This is an optimization exercise on Yosys and OpenROAD, whose aim is small area, a short achievable clock period and few clock cycles per item, not a production implementation.
At most, simulation tests tie the RTL to the original design; equivalence was not proved.
Power figures rest on the tool's default switching activity, not on a simulated workload.

Design fx25_kiss_enc, start of the top module:
module fx25_kiss_enc (
    input  wire        clk,
    input  wire        rst,
    input  wire        chunk_valid,
    output reg         chunk_ready,
    input  wire [7:0]  chunk_len,
    input  wire [47:0] dst_call,      
    input  wire [3:0]  dst_ssid,
    input  wire [47:0] src_call,      
    input  wire [3:0]  src_ssid,
    input  wire        in_valid,
    output reg         in_ready,
    input  wire [7:0]  in_data,
    output reg         out_valid,
    input  wire        out_ready,
    output reg  [7:0]  out_data,
    output reg         out_last,
    output reg  [15:0] skip_count
);
make LEC_CHECK=0 CAP_MARGIN=20 CORE_MARGIN=2 CORE_UTILIZATION=60 CTS_BUF_LIST=sky130_fd_sc_hd__clkbuf_16 CTS_CLUSTER_DIAMETER=100 CTS_CLUSTER_SIZE=30 SETUP_SLACK_MARGIN=2.8 SLEW_MARGIN=20 finish   # period 5.0 ns
run.sh (not shown) runs the stock make flow with config.mk's settings and CLKGATE_MAP_FILE= SYNTH_SCRIPT=/design/flow/synth_recipe.tcl, a recipe that flattens the netlist after the stock synthesis.
Testbench counts at the start, summed over its fixed seeds: cycles 34,444, frames 128.
Then changed:
==> flow/flow/run.sh (new file) <==
#!/bin/bash
set -euo pipefail
export BUFFER_PORTS_ARGS="-buffer_cell sky130_fd_sc_hd__buf_1"
export CTS_ARGS="-sink_clustering_enable -repair_clock_nets -dont_use_dummy_load -buf_list sky130_fd_sc_hd__clkbuf_16 -sink_clustering_size 20 -sink_clustering_max_diameter 100"
bash standard.sh > standard_flow.log 2>&1
==> flow/standard.sh (new file) <==
#!/bin/bash
# synth_recipe.tcl (not shown) runs the flow's synth.tcl, then flattens the netlist and writes it again
# the make line also repeats each setting of config.mk as NAME=value (left out here)
make -C /OpenROAD-flow-scripts/flow DESIGN_CONFIG=/design/flow/config.mk WORK_HOME=/design/flow/orfs CLKGATE_MAP_FILE= SYNTH_SCRIPT=/design/flow/synth_recipe.tcl "${@:-finish}"
CTS_BUF_LIST = not set   (was sky130_fd_sc_hd__clkbuf_16)
CTS_CLUSTER_DIAMETER = not set   (was 100)
CTS_CLUSTER_SIZE = not set   (was 30)
SETUP_SLACK_MARGIN = 3.05   (was 2.8)
removed: flow/run.sh
After rerunning: The new run produced a clean layout; final area went up by 7.2%; non-clock buffer count went up by 138; maximum frequency went up by 11%; combinational power went up by 16%; routed wire length went up by 11%; power went up by 7.5%; flip-flop and latch count is unchanged.

---

== build 54 ==
Another version of the RTL of fx25_kiss_enc (not shown whole).
Size: roughly 380 flip-flops.
make LEC_CHECK=0 CAP_MARGIN=20 CORE_MARGIN=2 CORE_UTILIZATION=40 SETUP_SLACK_MARGIN=2.6 SLEW_MARGIN=20 finish   # period 5.0 ns
Stock flow here: none of the scripts above is used.
Testbench counts of build 54, summed over its fixed seeds: cycles 34,364, frames 128.
Modified inputs, build 79 compared to build 54
--- a/flow/config.mk
+++ b/flow/config.mk
@@ -10,2 +10,3 @@
-export CORE_UTILIZATION = 40
-export SETUP_SLACK_MARGIN = 2.6
+export CORE_UTILIZATION = 60
+export CTS_BUF_LIST = sky130_fd_sc_hd__clkbuf_8
+export SETUP_SLACK_MARGIN = 2.8
Findings:
Status | build 54 and build 79 | clean
Build 79 vs build 54: period utilization down in build 79
Of the two values seen for cell with the largest stage delay on the worst path, sky130_fd_sc_hd__dfxtp_2 was produced by build 54 and sky130_fd_sc_hd__edfxtp_1 by build 79.
Build 79 gives more worst setup slack than build 54 did.
Compared with build 54, build 79 degrades final area.
Compared with build 54, in build 79 global-route wire length before repair flat, setup fix buffers added after clock tree synthesis up about 90%.
Build 54 reports its termination of the worst setup path as u_rs.par[1][3]$_DFFE_PN_ while build 79 reports a[3]$_DFFE_PN_.
sky130_fd_sc_hd__edfxtp_1 as the most common cell after layout, fill and taps aside was reported by build 79, and sky130_fd_sc_hd__xnor2_1 by build 54.
The inputs of build 21 differ from those of build 79 as listed below.
--- a/flow/config.mk
+++ b/flow/config.mk
@@ -10,2 +10 @@
-export CORE_UTILIZATION = 60
-export CTS_BUF_LIST = sky130_fd_sc_hd__clkbuf_8
+export CORE_UTILIZATION = 40
Findings:
Going from build 79 to build 21, clock network power now larger, worst setup slack decreased 0.027 ns, design area went up, die area went up 16,000 µm², wire length per cell down 6.5%. Clock latency at the later pin of the worst-skew pair in build 21 is 0.03 ns lower than in build 79. Looking at cell with the largest stage delay on the worst path, the sky130_fd_sc_hd__edfxtp_1 result is from build 79; the sky130_fd_sc_hd__clkdlybuf4s50_1 one comes from build 21. Going from build 79 to build 21, portion of the clock cycle consumed by the worst path in the final layout now larger; TritonCTS buffer count now smaller; mux contribution to synthesized area comparable.
For build 51, these inputs were changed with respect to build 21:
--- a/flow/config.mk
+++ b/flow/config.mk
@@ -10 +10,2 @@
-export CORE_UTILIZATION = 40
+export CORE_UTILIZATION = 60
+export CTS_BUF_LIST = sky130_fd_sc_hd__clkbuf_4
==> comparison <==
The lower maximum vdd drop of build 51 and build 21 is in build 51.
In the tables for build 51 and build 21, detailed route wirelength on metal3 reads lower with build 51.
Build 51: signed area change from the synthesized netlist to the final layout is 2.7 points lower than what build 21 reported.
Setup slack: build 51 more than build 21
[compare] base=build 21 new=build 51: final cell area excluding filler cells lower; antenna diode count now larger; number of antenna violations at the first check in global routing went up; non-clock buffer count increased 3.
Between build 21 and build 51, power decreased.

---

## job 1917
fx25_kiss_enc, a different RTL version from the one above (not shown whole).
Size: about 1,400 cells after synthesis, about 150 I/O pins, about 18,000 sq um of cells after synthesis.
make LEC_CHECK=0 CAP_MARGIN=20 CORE_MARGIN=2 CORE_UTILIZATION=40 SETUP_SLACK_MARGIN=3.0 SLEW_MARGIN=20 finish   # period 5.0 ns
Job 1917 closes out successfully: all stages finished, all timing, DRC and antenna checks passed.
--- input diff job 1917..job 3825 ---
Settings: changing SETUP_SLACK_MARGIN from 3.0 to 2.5.
[summary]
- Comparing job 3825 and job 1917, final-layout clock-cell area share is lower on job 1917.
- Setup slack delta (job 3825 − job 1917): favourable
- Compared with job 1917, job 3825 shows signed area change from the synthesized netlist to the final layout lower by 19 points.
- Summary of the comparison: layout clock buffer count is higher in job 3825, relative to job 1917.
No functional check of the RTL was part of any run of this note.

---

Another version of the RTL of fx25_kiss_enc (not shown whole).
Size: roughly 1300 cells after synthesis, ~380 flip-flops, roughly 150 I/O pins, ~0.018 mm^2 of cells after synthesis.
==> flow/config.mk <==
export PLATFORM = sky130hd
export DESIGN_NAME = fx25_kiss_enc
export DESIGN_NICKNAME = fx25_kiss_enc
export VERILOG_FILES = /design/flow/design.v
export SDC_FILE = /design/flow/constraint.sdc
export NUM_CORES = 4
export LEC_CHECK = 0
export CAP_MARGIN = 20
export CORE_MARGIN = 2
export CORE_UTILIZATION = 60
export SETUP_SLACK_MARGIN = 2.6
export SLEW_MARGIN = 20
==> flow/constraint.sdc <==
create_clock -name core_clock -period 5.0 [get_ports {clk}]
set_input_delay 1.0000 -clock core_clock [delete_from_list [all_inputs] [get_ports {clk}]]
set_output_delay 1.0000 -clock core_clock [all_outputs]
set_load 0.01 [all_outputs]
standard.sh (not shown) runs the stock make flow with config.mk's settings and CLKGATE_MAP_FILE= SYNTH_SCRIPT=/design/flow/synth_recipe.tcl, a recipe that flattens the netlist after the stock synthesis.
==> flow/flow/run.sh <==
#!/bin/bash
set -euo pipefail
export BUFFER_PORTS_ARGS="-buffer_cell sky130_fd_sc_hd__buf_1"
export CTS_ARGS="-sink_clustering_enable -repair_clock_nets -dont_use_dummy_load -buf_list sky130_fd_sc_hd__clkbuf_16 -sink_clustering_size 20 -sink_clustering_max_diameter 100"
bash standard.sh > standard_flow.log 2>&1
Edit:
--- a/flow/config.mk
+++ b/flow/config.mk
@@ -9,4 +9,4 @@
 export CORE_MARGIN = 2
-export CORE_UTILIZATION = 60
-export SETUP_SLACK_MARGIN = 2.6
+export CORE_UTILIZATION = 70
+export SETUP_SLACK_MARGIN = 2.75
 export SLEW_MARGIN = 20
Sequential power climbs by about 0.9%.
Sequential cell count is unchanged.
Critical path depth grows by 1.
Worst setup slack is better by 0.12 ns.
Power increases by about 1.9%.
Edit:
--- a/flow/config.mk
+++ b/flow/config.mk
@@ -9,4 +9,5 @@
 export CORE_MARGIN = 2
-export CORE_UTILIZATION = 70
-export SETUP_SLACK_MARGIN = 2.75
+export CORE_UTILIZATION = 60
+export SETUP_SLACK_MARGIN = 2.8
 export SLEW_MARGIN = 20
+export TNS_END_PERCENT = 10
- The changed run went through all stages and came out clean
- utilization goes down by 11 points
- worst hold slack got worse by 0.0066 ns
- total power goes down by 1.6%
- global-route usage goes down by 3.9 points
- final area goes down by 0.66%
- maximum frequency goes down by 3.0%
- clock-buffer cell count does not change
- sequential cell count stays the same
- routed wire length goes down by 2.7%
Edit:
--- a/flow/config.mk
+++ b/flow/config.mk
@@ -12,2 +12 @@
 export SLEW_MARGIN = 20
-export TNS_END_PERCENT = 10
Clock skew climbs by 0.015 ns.
First-iteration DRC count climbs by about a fifth.
Wire length climbs slightly.
Function was not checked in any run of this note: the RTL went through the layout flow alone.

---

## v35
Another version of the RTL of fx25_kiss_enc (not shown whole).
For scale: roughly 1300 cells after synthesis, about 380 flip-flops, about 150 I/O pins, about 18000 µm² of cells after synthesis.
Design fx25_kiss_enc, start of the top module:
module fx25_kiss_enc (
    input  wire        clk,
    input  wire        rst,
    input  wire        chunk_valid,
    output reg         chunk_ready,
    input  wire [7:0]  chunk_len,
    input  wire [47:0] dst_call,      
    input  wire [3:0]  dst_ssid,
    input  wire [47:0] src_call,      
    input  wire [3:0]  src_ssid,
    input  wire        in_valid,
    output reg         in_ready,
    input  wire [7:0]  in_data,
    output reg         out_valid,
    input  wire        out_ready,
    output reg  [7:0]  out_data,
    output reg         out_last,
    output reg  [15:0] skip_count
);
Settings: LEC_CHECK=0, CAP_MARGIN=20, CORE_MARGIN=2, CORE_UTILIZATION=60, SETUP_SLACK_MARGIN=2.7, SLEW_MARGIN=20; clock period 5.0 ns.
Scripts as last shown in full above: flow/flow/run.sh
### v35 -> v4
- swapping 2.7 for 2.8 in SETUP_SLACK_MARGIN
### Flow results
- Compared v35 against v4; clock latency on the worst-skew pair within noise.
- v35 vs v4, highest-delay cell along the critical path: sky130_fd_sc_hd__buf_16 vs sky130_fd_sc_hd__edfxtp_1
- v4: register fraction of the total cell area 0.53 points below v35
- Setup slack: v4 less than v35
- v4 ended with more power than v35.
- Compared with v35, v4 shows met3 layer usage reported by global route higher by 0.69 points.
- Both conditions hold for v4: the flow ran to the end and the final layout passed the timing, design-rule and antenna checks.
- Worst-case vdd ir drop, v4 vs v35: down by a few percent
- v35 → v4: average wire per cell in the routed design rose by 3.5%; maximum frequency fell by about 0.5%; post-cts resize count rose by 14; global-route wire length before repair rose by about 4.3%.
Modified inputs, v43 compared to v4
- a change of CORE_UTILIZATION from 60 to 65
## What came out
- No stage failed in v43, and the final checks on the layout all came back clean.
- In v43, the combinational power share came out 0.4 points above the value in v4.
- Routed wire in v43 totals less than in v4.
- Status: final area parity (v4, v43)
- When v43 is set beside v4, its floorplan die width turns out to be 3.8% smaller.
Function was not checked in any run of this note: the RTL went through the layout flow alone.

-- port drivers added, routing unchanged --
No port has a modelled driver above. Below, the same layouts with a new extraction and two added sets of constraints. Step 1, drivers: a clkbuf_16 drives clk and a buf_2 each remaining input, both assumed. Step 2 moves the port delays by t, midway between the first and last clock arrival at a register: inputs arrive t later, outputs are due t later. That takes back most of the time a late clock gives input paths. a / b / c = ideal / step 1 / step 2; a / b = the first two.
run	t (ns)	slack for setup (ns)	hold slack, ns	worst slew at a driven data input, ns
the first run of note 1	0.571	2.675 / 2.675 / 2.251	0.430 / 0.430 / 0.430	0.05
the second run of note 1	0.572	2.911 / 2.879 / 2.465	0.426 / 0.426 / 0.426	0.06
build 54	0.611	2.666 / 2.666 / 2.108	0.421 / 0.421 / 0.421	0.07
build 79	0.621	2.748 / 2.748 / 2.240	0.424 / 0.424 / 0.424	0.06
build 21	0.603	2.721 / 2.749 / 2.147	0.426 / 0.426 / 0.426	0.06
build 51	0.784	2.737 / 2.696 / 2.062	0.425 / 0.425 / 0.425	0.05
job 1917	0.597	2.408 / 2.408 / 2.081	0.503 / 0.503 / 0.503	0.05
job 3825	0.582	2.445 / 2.445 / 1.984	0.501 / 0.501 / 0.501	0.06
the first run of note 4	0.570	2.646 / 2.664 / 2.095	0.424 / 0.424 / 0.424	0.05
the second run of note 4	0.575	2.770 / 2.770 / 2.245	0.433 / 0.433 / 0.433	0.05
the third run of note 4	0.568	2.701 / 2.701 / 2.248	0.426 / 0.426 / 0.426	0.05
the fourth run of note 4	0.578	2.784 / 2.784 / 2.305	0.433 / 0.433 / 0.433	0.05
v35	0.562	2.770 / 2.774 / 2.235	0.424 / 0.424 / 0.424	0.05
v4	0.561	2.758 / 2.758 / 2.296	0.433 / 0.433 / 0.433	0.05
v43	0.564	2.757 / 2.757 / 2.297	0.433 / 0.433 / 0.433	0.05
After both steps setup and hold are still met in every run listed. The setup slack of build 51, which loses most, moves by -0.041 ns with the drivers and by -0.675 ns with both steps.
